Context: an optimization exercise on an open-source flow, tuned for small area, a short achievable clock period and few clock cycles per item. The choices shown serve that exercise and are no tape-out recipe. For this run, only the layout was checked, not whether the RTL still works.

**run.sh**
```bash
#!/bin/bash
# synth_recipe.tcl (not shown) runs the flow's synth.tcl, then flattens the netlist and writes it again
# the make line also repeats each setting of config.mk as NAME=value (left out here)
make -C /OpenROAD-flow-scripts/flow DESIGN_CONFIG=/design/flow/config.mk WORK_HOME=/design/flow/orfs CLKGATE_MAP_FILE= SYNTH_SCRIPT=/design/flow/synth_recipe.tcl finish
```
**config.mk**
```make
export PLATFORM = sky130hd
export DESIGN_NAME = rs_parity
export DESIGN_NICKNAME = rs_parity
export VERILOG_FILES = /design/flow/design.v
export SDC_FILE = /design/flow/constraint.sdc
export NUM_CORES = 4
export LEC_CHECK = 0
export CAP_MARGIN = 20
export CORE_MARGIN = 2
export CORE_UTILIZATION = 40
export SLEW_MARGIN = 20
```
**constraint.sdc**
```tcl
create_clock -name core_clock -period 8.0 [get_ports {clk}]
set_input_delay 1.6000 -clock core_clock [delete_from_list [all_inputs] [get_ports {clk}]]
set_output_delay 1.6000 -clock core_clock [all_outputs]
set_load 0.01 [all_outputs]
```
**design.v**
```verilog
module gf256_mul (
    input  wire [7:0] a,
    input  wire [7:0] b,
    output wire [7:0] p
);
    wire [14:0] prod;
    wire [14:0] red [0:7];
    genvar i;
    generate
        for (i = 0; i < 15; i = i + 1) begin : g_prod
            wire [7:0] terms;
            genvar j;
            for (j = 0; j < 8; j = j + 1) begin : g_term
                if (i - j >= 0 && i - j < 8) begin : g_in
                    assign terms[j] = a[j] & b[i-j];
                end else begin : g_out
                    assign terms[j] = 1'b0;
                end
            end
            assign prod[i] = ^terms;
        end
    endgenerate
    assign red[7] = prod;
    generate
        for (i = 6; i >= 0; i = i - 1) begin : g_red
            wire [14:0] r = red[i+1];
            assign red[i] = r[i+8] ? (r ^ (15'h011D << i)) : r;
        end
    endgenerate
    assign p = red[0][7:0];
endmodule
module rs_parity (
    input  wire       clk,
    input  wire       rst,
    input  wire       s_valid,
    output wire       s_ready,
    input  wire [7:0] s_data,
    input  wire       s_last,
    input  wire [4:0] ecc_len,
    output wire       m_valid,
    input  wire       m_ready,
    output wire [7:0] m_data,
    output wire       m_last
);
    localparam EMAX = 30;
    reg       in_v;        
    reg [7:0] in_d;
    reg       in_first;    
    reg       in_last;     
    reg       inblk;       
    reg [4:0] ecur;        
    reg [7:0] rem [0:EMAX-1];
    reg       done;        
    reg [4:0] done_e;
    reg [7:0] ob [0:EMAX-1];
    reg [4:0] ob_e;        
    reg [4:0] ob_n;        
    reg [4:0] ob_r;        
    wire ob_free  = (ob_n == ob_e);
    wire go       = !done || ob_free;
    wire step     = in_v && go;
    wire xfer     = done && ob_free;
    wire accept   = s_valid && s_ready;
    wire out_fire = m_valid && m_ready;
    reg [8*EMAX-1:0] gtab;
    always @* begin
        case (ecur)
            5'd1: gtab = 240'h000000000000000000000000000000000000000000000000000000000001;
            5'd2: gtab = 240'h000000000000000000000000000000000000000000000000000000000203;
            5'd3: gtab = 240'h000000000000000000000000000000000000000000000000000000080E07;
            5'd4: gtab = 240'h00000000000000000000000000000000000000000000000000004078360F;
            5'd5: gtab = 240'h0000000000000000000000000000000000000000000000000074933FC61F;
            5'd6: gtab = 240'h00000000000000000000000000000000000000000000000026E320DA013F;
            5'd7: gtab = 240'h000000000000000000000000000000000000000000000075440BA49A7A7F;
            5'd8: gtab = 240'h0000000000000000000000000000000000000000000018C8ADEF36510BFF;
            5'd9: gtab = 240'h00000000000000000000000000000000000000000025C5E8A4EBF59ECFE2;
            5'd10: gtab = 240'h0000000000000000000000000000000000000000C19D715F5EC76F9FC2D8;
            5'd11: gtab = 240'h00000000000000000000000000000000000000A07490F8A2DB7B32A382AC;
            5'd12: gtab = 240'h00000000000000000000000000000000000061D57F5C54071FDC76437744;
            5'd13: gtab = 240'h00000000000000000000000000000000007884532B2E0D3411B111E34989;
            5'd14: gtab = 240'h00000000000000000000000000000000A3EAD2A67FC39E2B97AE4672360E;
            5'd15: gtab = 240'h0000000000000000000000000000001A862097848B69690A4A70A36FC41D;
            5'd16: gtab = 240'h00000000000000000000000000003B243262E52941A3081ED144BD680D3B;
            5'd17: gtab = 240'h000000000000000000000000004F637D3555868F29F953C5167778534277;
            5'd18: gtab = 240'h00000000000000000000000092D943204BAD5249DCF0D7C7AF9571B7FBEF;
            5'd19: gtab = 240'h0000000000000000000000B3AC218AAD6D9285EE735598BBDF14921A08C2;
            5'd20: gtab = 240'h00000000000000000000AEA57979C6E416BB24459670DC06636F05F0B998;
            5'd21: gtab = 240'h00000000000000000059FF528EEC25F49E527C591CD643C28431830DF32C;
            5'd22: gtab = 240'h0000000000000000F5911AE6DA56FD437B1D891C2845BD13F4B6B083B359;
            5'd23: gtab = 240'h0000000000000047295D78028212C6711BC40313551998BE888CA39A44B3;
            5'd24: gtab = 240'h0000000000007590D97FF7ED01CE2B3D488249E5967366D8EDB246A9767A;
            5'd25: gtab = 240'h0000000000C1ADAB177DE262A87E86518B6150385226D2CD06D735E431F5;
            5'd26: gtab = 240'h000000005E2B4D92904644872AE975D1289118CE384D98C7628804B733F6;
            5'd27: gtab = 240'h000000D9A49806D519C3717B66CAA92169C1865E8B3A30967590911D3DF0;
            5'd28: gtab = 240'h0000C53A4AB0937964B57FE9777538F70CA72964AE6796D0FB120D1C09FC;
            5'd29: gtab = 240'h00AA8F846C99BF703AC95255FB0F1857FF58204F8F36D95056AA30C4C1E4;
            5'd30: gtab = 240'h96826A0BC3D84AE42E121948F6B5338AD916B1674605624BC0C3494DF6D4;
            default: gtab = 240'h0;
        endcase
    end
    wire [7:0] fb = in_d ^ (in_first ? 8'd0 : rem[0]);
    wire [7:0] pm [0:7];
    assign pm[0] = fb;
    genvar i, k;
    generate
        for (i = 1; i < 8; i = i + 1) begin : g_pm
            assign pm[i] = {pm[i-1][6:0], 1'b0} ^ (pm[i-1][7] ? 8'h1D : 8'h00);
        end
    endgenerate
    wire [7:0] rem_nx [0:EMAX-1];
    generate
        for (k = 0; k < EMAX; k = k + 1) begin : g_tap
            wire [7:0] g = gtab[8*k +: 8];
            wire [7:0] p = ({8{g[0]}} & pm[0]) ^ ({8{g[1]}} & pm[1]) ^
                           ({8{g[2]}} & pm[2]) ^ ({8{g[3]}} & pm[3]) ^
                           ({8{g[4]}} & pm[4]) ^ ({8{g[5]}} & pm[5]) ^
                           ({8{g[6]}} & pm[6]) ^ ({8{g[7]}} & pm[7]);
            if (k < EMAX - 1) begin : g_mid
                assign rem_nx[k] = (in_first ? 8'd0 : rem[k+1]) ^ p;
            end else begin : g_end
                assign rem_nx[k] = p;
            end
        end
    endgenerate
    integer j;
    always @(posedge clk) begin
        if (step)
            for (j = 0; j < EMAX; j = j + 1)
                rem[j] <= rem_nx[j];
        for (j = 0; j < EMAX; j = j + 1)
            ob[j] <= xfer ? rem[j] : ob[(j + 1) % EMAX];
    end
    always @(posedge clk) begin
        if (rst) begin
            in_v  <= 1'b0;
            inblk <= 1'b0;
            done  <= 1'b0;
            ob_e  <= 5'd0;
            ob_n  <= 5'd0;
            ob_r  <= 5'd0;
        end else begin
            if (accept) begin
                in_v     <= 1'b1;
                in_d     <= s_data;
                in_first <= !inblk;
                in_last  <= s_last;
                inblk    <= !s_last;
                if (!inblk)
                    ecur <= ecc_len;
            end else if (step) begin
                in_v <= 1'b0;
            end
            if (step && in_last) begin
                done   <= 1'b1;
                done_e <= ecur;
            end else if (xfer) begin
                done <= 1'b0;
            end
            if (xfer) begin
                ob_e <= done_e;
                ob_n <= 5'd0;
                ob_r <= 5'd0;
            end else begin
                if (out_fire)
                    ob_n <= ob_n + 5'd1;
                ob_r <= (ob_r == EMAX - 1) ? 5'd0 : ob_r + 5'd1;
            end
        end
    end
    assign s_ready = !in_v || go;
    assign m_valid = !ob_free && (ob_r == ob_n);
    assign m_data  = ob[0];
    assign m_last  = (ob_n == ob_e - 5'd1);
endmodule
```
==> run summary <==
==> results.json <==
{
  "haltStage": "1_2_yosys",
  "yosysWarnings": 3,
  "first-error": "ERROR: TCL interpreter returned an error: Source files actually used in the design:",
  "status": "aborted with a tool error"
}
